From an optimization exercise on the open Yosys and OpenROAD flow, aimed at small area; shortcuts taken in it are not production practice. The RTL was checked by simulation tests, not by an equivalence proof against the original design. No activity file was given, so power comes from the tool's default toggle rates.

==> flow/design.v <==
module hb_frame_decoder #(
    parameter NUM_PIXELS = 32,
    parameter CAP        = 3 * NUM_PIXELS,
    parameter AW         = (CAP > 1) ? $clog2(CAP) : 1
) (
    input  wire          clk,
    input  wire          rst,
    input  wire          in_valid,
    input  wire [7:0]    in_data,
    output wire          in_ready,
    output reg           evt_valid,
    output reg  [2:0]    evt_code,
    output wire [15:0]   evt_len,
    input  wire [AW-1:0] pb_rd_addr,
    output wire [7:0]    pb_rd_data,
    output wire [2:0]    dbg_state
);
    localparam [2:0] ST_WAIT_MAGIC_1  = 3'd0;
    localparam [2:0] ST_WAIT_MAGIC_2  = 3'd1;
    localparam [2:0] ST_WAIT_LENGTH_1 = 3'd2;
    localparam [2:0] ST_WAIT_LENGTH_2 = 3'd3;
    localparam [2:0] ST_WAIT_DATA     = 3'd4;
    localparam [2:0] ST_WAIT_CHECKSUM = 3'd5;
    localparam [2:0] EV_NEED_MORE    = 3'd0;
    localparam [2:0] EV_ACCEPT       = 3'd1;
    localparam [2:0] EV_ERR_RESYNC   = 3'd2;
    localparam [2:0] EV_ERR_OVERFLOW = 3'd3;
    localparam [2:0] EV_ERR_CHECKSUM = 3'd4;
    reg [2:0] st;
    reg [6:0] len;
    reg [6:0] cnt;
    reg [7:0] csum;
    assign in_ready  = ~rst;
    assign dbg_state = st;
    assign evt_len   = {9'd0, (evt_code == EV_ACCEPT) ? len : 7'd0};
    wire consume = in_valid & ~rst;
    wire s_m1 = (st == ST_WAIT_MAGIC_1);
    wire s_m2 = (st == ST_WAIT_MAGIC_2);
    wire s_l1 = (st == ST_WAIT_LENGTH_1);
    wire s_l2 = (st == ST_WAIT_LENGTH_2);
    wire s_d  = (st == ST_WAIT_DATA);
    wire s_ck = (st == ST_WAIT_CHECKSUM);
    wire [6:0] cnt_inc = cnt + 7'd1;
    wire       cnt_full = cnt[6] & cnt[5];           
    wire       hi_nz    = |in_data;
    wire       ck_ok    = (in_data == csum);
    reg [2:0] nx_st;
    reg [2:0] nx_evt;
    always @(*) begin
        nx_st  = ST_WAIT_MAGIC_1;
        nx_evt = EV_NEED_MORE;
        case (st)
            ST_WAIT_MAGIC_1:
                nx_st = (in_data == 8'hFF) ? ST_WAIT_MAGIC_2 : ST_WAIT_MAGIC_1;
            ST_WAIT_MAGIC_2:
                if (in_data == 8'hAA) nx_st = ST_WAIT_LENGTH_1;
                else                  nx_evt = EV_ERR_RESYNC;
            ST_WAIT_LENGTH_1:
                nx_st = ST_WAIT_LENGTH_2;
            ST_WAIT_LENGTH_2:
                nx_st = (hi_nz | (|csum)) ? ST_WAIT_DATA : ST_WAIT_CHECKSUM;
            ST_WAIT_DATA:
                if (cnt_full)            nx_evt = EV_ERR_OVERFLOW;
                else if (cnt_inc == len) nx_st  = ST_WAIT_CHECKSUM;
                else                     nx_st  = ST_WAIT_DATA;
            ST_WAIT_CHECKSUM:
                nx_evt = ck_ok ? EV_ACCEPT : EV_ERR_CHECKSUM;
            default: ;
        endcase
    end
    always @(posedge clk) begin
        if (rst) begin
            st        <= ST_WAIT_MAGIC_1;
            evt_valid <= 1'b0;
            evt_code  <= EV_NEED_MORE;
        end else begin
            evt_valid <= consume;
            evt_code  <= consume ? nx_evt : EV_NEED_MORE;
            if (consume)
                st <= nx_st;
        end
    end
    always @(posedge clk) begin
        if (consume) begin
            csum <= (s_l1 | s_d) ? csum + in_data : 8'd0;
            cnt  <= s_l2 ? 7'd0 : cnt_inc;
            if (s_l2)
                len <= (hi_nz | csum[7]) ? 7'd127 : csum[6:0];
        end
    end
    wire commit = consume & s_ck & ck_ok;
    reg ph;
    always @(posedge clk)
        ph <= ~ph;
    reg  [7:0] st_x [0:CAP-1];
    reg  [7:0] pb_x [0:CAP-1];
    wire [7:0] din_x = in_data ^ {8{ph}};
    genvar gi;
    generate
        for (gi = 0; gi < CAP; gi = gi + 1) begin : g_buf
            wire in_frame = (gi < cnt);
            wire ce = commit & in_frame;
            wire [7:0] st_d, pb_d;
            always @(posedge clk) begin
                st_x[gi] <= st_d;
                pb_x[gi] <= pb_d;
            end
            genvar bi;
            for (bi = 0; bi < 8; bi = bi + 1) begin : g_bit
                hb_inv_mux u_st (.sel(~in_frame), .sel_n(in_frame), .a(din_x[bi]),    .b(st_x[gi][bi]), .y(st_d[bi]));
                hb_inv_mux u_pb (.sel(ce), .sel_n(~ce), .a(st_x[gi][bi]), .b(pb_x[gi][bi]), .y(pb_d[bi]));
            end
        end
    endgenerate
    wire [CAP-1:0] rsel;
    generate
        for (gi = 0; gi < CAP; gi = gi + 1) begin : g_rsel
            assign rsel[gi] = (pb_rd_addr == gi);
        end
    endgenerate
    wire [7:0] rd_x;
    generate
        for (gi = 0; gi < 8; gi = gi + 1) begin : g_rbit
            wire [CAP/3-1:0] t_n;
            genvar k;
            for (k = 0; k < CAP/3; k = k + 1) begin : g_t
                hb_aoi222 u (.a1(rsel[3*k]),   .a2(pb_x[3*k][gi]),
                             .b1(rsel[3*k+1]), .b2(pb_x[3*k+1][gi]),
                             .c1(rsel[3*k+2]), .c2(pb_x[3*k+2][gi]),
                             .y(t_n[k]));
            end
            assign rd_x[gi] = ~&t_n;
        end
    endgenerate
    assign pb_rd_data = rd_x ^ {8{ph}};
endmodule
module hb_inv_mux (
    input  wire sel,
    input  wire sel_n,
    input  wire a,
    input  wire b,
    output wire y
);
    assign y = ~((b | sel) & (a | sel_n));
endmodule
module hb_aoi222 (
    input  wire a1, a2, b1, b2, c1, c2,
    output wire y
);
    assign y = ~((a1 & a2) | (b1 & b2) | (c1 & c2));
endmodule
Settings: LEC_CHECK=0, CAP_MARGIN=20, CORE_MARGIN=2, CORE_UTILIZATION=60, SLEW_MARGIN=20, SYNTH_HIERARCHICAL=1, SYNTH_MINIMUM_KEEP_SIZE=0; clock period 15.0 ns.
standard.sh (not shown) runs the stock make flow with config.mk's settings and CLKGATE_MAP_FILE= SYNTH_SCRIPT=/design/flow/synth_recipe.tcl, a recipe that flattens the netlist after the stock synthesis.
==> flow/flow/run.sh <==
#!/bin/bash
# Standard layout, with two changes: the clock tree uses larger sink
# clusters and no dummy loads, and ports are buffered with buf_1.
set -euo pipefail
export CTS_ARGS="-sink_clustering_enable -repair_clock_nets -sink_clustering_size 28 -sink_clustering_max_diameter 80 -buf_list sky130_fd_sc_hd__clkbuf_16 -dont_use_dummy_load"
export BUFFER_PORTS_ARGS="-buffer_cell sky130_fd_sc_hd__buf_1"
bash standard.sh > standard.log 2>&1
==> next run, changes <==
--- a/flow/design.v
+++ b/flow/design.v
@@ -32,12 +32,10 @@
     reg [7:0] csum;
     assign in_ready  = ~rst;
     assign dbg_state = st;
     assign evt_len   = {9'd0, (evt_code == EV_ACCEPT) ? len : 7'd0};
     wire consume = in_valid & ~rst;
-    wire s_m1 = (st == ST_WAIT_MAGIC_1);
-    wire s_m2 = (st == ST_WAIT_MAGIC_2);
     wire s_l1 = (st == ST_WAIT_LENGTH_1);
     wire s_l2 = (st == ST_WAIT_LENGTH_2);
     wire s_d  = (st == ST_WAIT_DATA);
     wire s_ck = (st == ST_WAIT_CHECKSUM);
     wire [6:0] cnt_inc = cnt + 7'd1;
@@ -130,11 +128,12 @@
                              .y(t_n[k]));
             end
             assign rd_x[gi] = ~&t_n;
         end
     endgenerate
-    assign pb_rd_data = rd_x ^ {8{ph}};
+    wire rd_ph = ph & ~(pb_rd_addr[6] & pb_rd_addr[5]);
+    assign pb_rd_data = rd_x ^ {8{rd_ph}};
 endmodule
 module hb_inv_mux (
     input  wire sel,
     input  wire sel_n,
     input  wire a,
Effect: The new run passed the timing, DRC and antenna checks; first-iteration DRC count is lower by 7.7%; sequential power barely changes; count of clock-buffer cells in the layout is lower by 1; setup slack gets worse by 0.017 ns; wire length is lower by 3.8%; combinational power is lower by about 4%; die area hardly moves; utilization barely changes; clock skew is lower by 0.0036 ns.

-- re-timing with driven ports --
In the flow no input, the clock included, has a driving cell. The finished layouts below were timed again as built, in two steps. Step 1, drivers: a clkbuf_16 drives clk and a buf_2 each remaining input, both assumed. Step 2 times the ports against the registers' clock, not the clock port: input delays grow and output delays shrink by t, the midpoint of the rising clock arrivals with the driver on. a / b / c = ideal / step 1 / step 2; a / b = the first two.
run	shift t [ns]	setup WS [ns]	worst hold slack (ns)	cell pins on the clock port's net
the first run	0.709	5.004 / 4.926 / 4.926	0.392 / 0.392 / 0.392	1
the second run	0.710	4.987 / 4.964 / 4.964	0.410 / 0.410 / 0.410	1
After both steps every run listed still meets setup and hold. For the first run, which loses most, drivers alone change the setup slack by -0.078 ns; drivers and shift together by -0.078 ns.
